This is an optimization exercise on Yosys and OpenROAD, whose aim is small area, not a production implementation.
In this exercise RTL edits were held to simulation tests only and were not proved equivalent to the original.
No activity file was given, so power comes from the tool's default toggle rates.

// i2cbb
module i2cbb (
    input  wire        clk,
    input  wire        rst,           
    input  wire        host_req,
    input  wire        host_we,
    input  wire [11:0] host_addr,
    input  wire [31:0] host_wdata,
    output reg         host_resp,
    output reg         host_err,
    output reg  [31:0] host_rdata,
    output reg         scl_o,
    output reg         sda_o,
    input  wire        sda_i
);
Size in the first run: ~1400 cells after synthesis, ~16000 sq um of cells after synthesis.
==> flow/config.mk <==
export PLATFORM = sky130hd
export DESIGN_NAME = i2cbb
export DESIGN_NICKNAME = i2cbb
export VERILOG_FILES = /design/flow/design.v
export SDC_FILE = /design/flow/constraint.sdc
export NUM_CORES = 4
export LEC_CHECK = 0
export CAP_MARGIN = 20
export CORE_MARGIN = 2
export CORE_UTILIZATION = 55
export SLEW_MARGIN = 20
==> flow/constraint.sdc <==
create_clock -name core_clock -period 8.0 [get_ports {clk}]
set_input_delay 1.6000 -clock core_clock [delete_from_list [all_inputs] [get_ports {clk}]]
set_output_delay 1.6000 -clock core_clock [all_outputs]
set_load 0.01 [all_outputs]
standard.sh (not shown) runs the stock make flow with config.mk's settings and CLKGATE_MAP_FILE= SYNTH_SCRIPT=/design/flow/synth_recipe.tcl, a recipe that flattens the netlist after the stock synthesis.
==> flow/flow/run.sh <==
#!/bin/bash
# Own layout flow: the standard synthesis, then the combinational logic
# between the registers is re-mapped by ABC for area (registers, their names
# and cell types are kept), then the standard layout from floorplan on.
set -euo pipefail
W=$(pwd)
F=$W/flow
R=$W/orfs/results/$FLOW_PLATFORM/i2cbb/base
LIB=$FLOW_HOME/platforms/$FLOW_PLATFORM/lib/sky130_fd_sc_hd__tt_025C_1v80.lib

bash standard.sh synth > $W/std_synth.log 2>&1

cp $R/1_2_yosys.v $W/std_synth.v
# sequential cells stay black boxes; everything else is flattened to logic
SEQ=$(awk '/^ *cell *\(/ {gsub(/[()";]/," "); c=$2} /^ *(ff|latch|statetable) *\(/ {print c}' $LIB | sort -u | tr '\n' ' ')
DU=""
for c in $(cat $F/dont_use.txt); do DU="$DU -dont_use $c"; done
cat > $W/remap.ys <<EOS
read_liberty -ignore_miss_func $LIB
blackbox $SEQ
read_verilog $W/std_synth.v
hierarchy -top $FLOW_TOP
flatten
delete t:\$scopeinfo
opt -purge
abc -script $F/remap.abc -liberty $LIB $DU
setundef -zero
splitnets
opt_clean -purge
hilomap -singleton -hicell sky130_fd_sc_hd__conb_1 HI -locell sky130_fd_sc_hd__conb_1 LO
insbuf -buf sky130_fd_sc_hd__buf_4 A X
opt_clean -purge
read_liberty -lib $LIB
stat -liberty $LIB
write_verilog -noattr -nohex -nodec $W/remap.v
EOS
yosys -s $W/remap.ys > $W/remap.log 2>&1
cp $W/remap.v $R/1_2_yosys.v
rm -f $R/1_synth.odb $R/1_synth.sdc

# clock tree without dummy loads; ports buffered with the smallest buffer
bash standard.sh finish "CTS_ARGS=-sink_clustering_enable -repair_clock_nets -dont_use_dummy_load -buf_list sky130_fd_sc_hd__clkbuf_4 -sink_clustering_size 8 -sink_clustering_max_diameter 50" \
  "BUFFER_PORTS_ARGS=-buffer_cell sky130_fd_sc_hd__buf_1" > $W/std_layout.log 2>&1
==> flow/flow/remap.abc <==
strash
&get -n
&deepsyn -T 120
&put
dch -f
map -a
mfs2 -a
strash
dch -f
map -a
mfs2
strash
dch -f
amap
Other scripts of this flow, unchanged in this note and not shown: flow/flow/dont_use.txt
Rerun with:
--- a/flow/flow/run.sh
+++ b/flow/flow/run.sh
@@ -41,3 +41,3 @@
 # clock tree without dummy loads; ports buffered with the smallest buffer
-bash standard.sh finish "CTS_ARGS=-sink_clustering_enable -repair_clock_nets -dont_use_dummy_load -buf_list sky130_fd_sc_hd__clkbuf_4 -sink_clustering_size 8 -sink_clustering_max_diameter 50" \
+bash standard.sh finish "CTS_ARGS=-sink_clustering_enable -repair_clock_nets -dont_use_dummy_load -buf_list sky130_fd_sc_hd__clkbuf_8 -sink_clustering_size 12 -sink_clustering_max_diameter 60" \
   "BUFFER_PORTS_ARGS=-buffer_cell sky130_fd_sc_hd__buf_1" > $W/std_layout.log 2>&1
==> flow/flow/remap.abc (replaced) <==
strash
&get -n
&deepsyn -T 30
&put
dch -f
map -a
mfs2 -a
strash
dch -f
map -a
mfs2
strash
dch -f
amap
--- a/flow/config.mk
+++ b/flow/config.mk
@@ -9,3 +9,3 @@
 export CORE_MARGIN = 2
-export CORE_UTILIZATION = 55
+export CORE_UTILIZATION = 40
 export SLEW_MARGIN = 20
Effect:
- sequential power went up by about 2%
- setup slack improved by 0.57 ns
- total power went up by 7.2%
- cell count went up by 5.8%
- count of clock-buffer cells in the layout went down by 16
- clock power went up by about 10%
Rerun with:
--- a/flow/flow/run.sh
+++ b/flow/flow/run.sh
@@ -41,3 +41,3 @@
 # clock tree without dummy loads; ports buffered with the smallest buffer
-bash standard.sh finish "CTS_ARGS=-sink_clustering_enable -repair_clock_nets -dont_use_dummy_load -buf_list sky130_fd_sc_hd__clkbuf_8 -sink_clustering_size 12 -sink_clustering_max_diameter 60" \
+bash standard.sh finish "CTS_ARGS=-sink_clustering_enable -repair_clock_nets -dont_use_dummy_load -buf_list sky130_fd_sc_hd__clkbuf_4 -sink_clustering_size 8 -sink_clustering_max_diameter 50" \
   "BUFFER_PORTS_ARGS=-buffer_cell sky130_fd_sc_hd__buf_1" > $W/std_layout.log 2>&1
The new run completed with no timing, DRC or antenna violations.
Total power fell by a few percent.
Sequential share of layout area increases by 0.24 points.
Hold slack improved by 0.0084 ns.
Fmax rose by a few percent.
Die area is about the same.
Design area decreases slightly.

========
i2cbb, a different RTL version from the one above (not shown whole).
Size in the first run: roughly 1500 cells after synthesis, roughly 85 I/O pins.
clock: 8.0 ns
lec_check: 0
cap_margin: 20
core_margin: 2
core_utilization: 40
slew_margin: 20
==> flow/flow/run.sh <==
#!/bin/bash
# Own layout flow: the standard synthesis, then the combinational logic
# between the registers is re-mapped by ABC for area (registers, their names
# and cell types are kept), then the standard layout from floorplan on.
set -euo pipefail
W=$(pwd)
F=$W/flow
R=$W/orfs/results/$FLOW_PLATFORM/i2cbb/base
LIB=$FLOW_HOME/platforms/$FLOW_PLATFORM/lib/sky130_fd_sc_hd__tt_025C_1v80.lib

bash standard.sh synth > $W/std_synth.log 2>&1

cp $R/1_2_yosys.v $W/std_synth.v
# sequential cells stay black boxes; everything else is flattened to logic
SEQ=$(awk '/^ *cell *\(/ {gsub(/[()";]/," "); c=$2} /^ *(ff|latch|statetable) *\(/ {print c}' $LIB | sort -u | tr '\n' ' ')
DU=""
for c in $(cat $F/dont_use.txt); do DU="$DU -dont_use $c"; done
cat > $W/remap.ys <<EOS
read_liberty -ignore_miss_func $LIB
blackbox $SEQ
read_verilog $W/std_synth.v
hierarchy -top $FLOW_TOP
flatten
delete t:\$scopeinfo
opt -purge
abc -script $F/remap.abc -liberty $LIB $DU
setundef -zero
splitnets
opt_clean -purge
hilomap -singleton -hicell sky130_fd_sc_hd__conb_1 HI -locell sky130_fd_sc_hd__conb_1 LO
insbuf -buf sky130_fd_sc_hd__buf_4 A X
opt_clean -purge
read_liberty -lib $LIB
stat -liberty $LIB
write_verilog -noattr -nohex -nodec $W/remap.v
EOS
yosys -s $W/remap.ys > $W/remap.log 2>&1
cp $W/remap.v $R/1_2_yosys.v
rm -f $R/1_synth.odb $R/1_synth.sdc

# clock tree without dummy loads; ports buffered with the smallest buffer
bash standard.sh finish "CTS_ARGS=-sink_clustering_enable -repair_clock_nets -dont_use_dummy_load" \
  "BUFFER_PORTS_ARGS=-buffer_cell sky130_fd_sc_hd__buf_1" > $W/std_layout.log 2>&1
Other scripts of this flow, unchanged in this note and not shown: flow/flow/dont_use.txt, flow/flow/remap.abc
==> next run, changes <==
--- a/flow/flow/run.sh
+++ b/flow/flow/run.sh
@@ -39,5 +39,3 @@
 rm -f $R/1_synth.odb $R/1_synth.sdc
 
-# clock tree without dummy loads; ports buffered with the smallest buffer
-bash standard.sh finish "CTS_ARGS=-sink_clustering_enable -repair_clock_nets -dont_use_dummy_load" \
-  "BUFFER_PORTS_ARGS=-buffer_cell sky130_fd_sc_hd__buf_1" > $W/std_layout.log 2>&1
+bash standard.sh > $W/std_layout.log 2>&1
The new run passed the timing, DRC and antenna checks. Design area goes up by a few percent. Sequential cell count does not change. Die area is unchanged. Power grows by roughly a tenth. Core utilization came out higher by 2.6 points.

==> re-timing with driven ports <==
No port has a modelled driver above. Below, the same layouts with a new extraction and two added sets of constraints.
Step 1 sets driving cells, clkbuf_16 on the clock port and buf_2 on the other inputs (assumed; they add their load-dependent delay and slew).
Step 2, shift: input delay + t, output delay - t, t = (earliest + latest rising clock arrival at the registers) / 2. This alone moves slack from input paths to output paths.
Three values: ideal, step 1, step 2; two values: the first two.
| run | t, ns | slack for setup (ns) | latest minus earliest clock arrival (ns) | worst slew at a driven data input, ns | cell pins on the clock port's net |
|---|---|---|---|---|---|
| the first run of note 1 | 0.770 | 1.314 / 1.314 / 0.666 | 0.118 / 0.119 | 0.08 | 1 |
| the second run of note 1 | 0.579 | 1.883 / 1.883 / 1.587 | 0.095 / 0.096 | 0.06 | 1 |
| the third run of note 1 | 0.778 | 2.125 / 2.125 / 1.903 | 0.140 / 0.140 | 0.05 | 1 |
| the first run of note 2 | 0.571 | 1.343 / 1.343 / 0.979 | 0.060 / 0.060 | 0.06 | 1 |
| the second run of note 2 | 0.611 | 1.082 / 1.082 / 0.551 | 0.046 / 0.046 | 0.05 | 1 |
After both steps setup and hold are still met in every run listed. For the first run of note 1, which loses most, drivers alone change the setup slack by 0.000 ns; drivers and shift together by -0.648 ns.
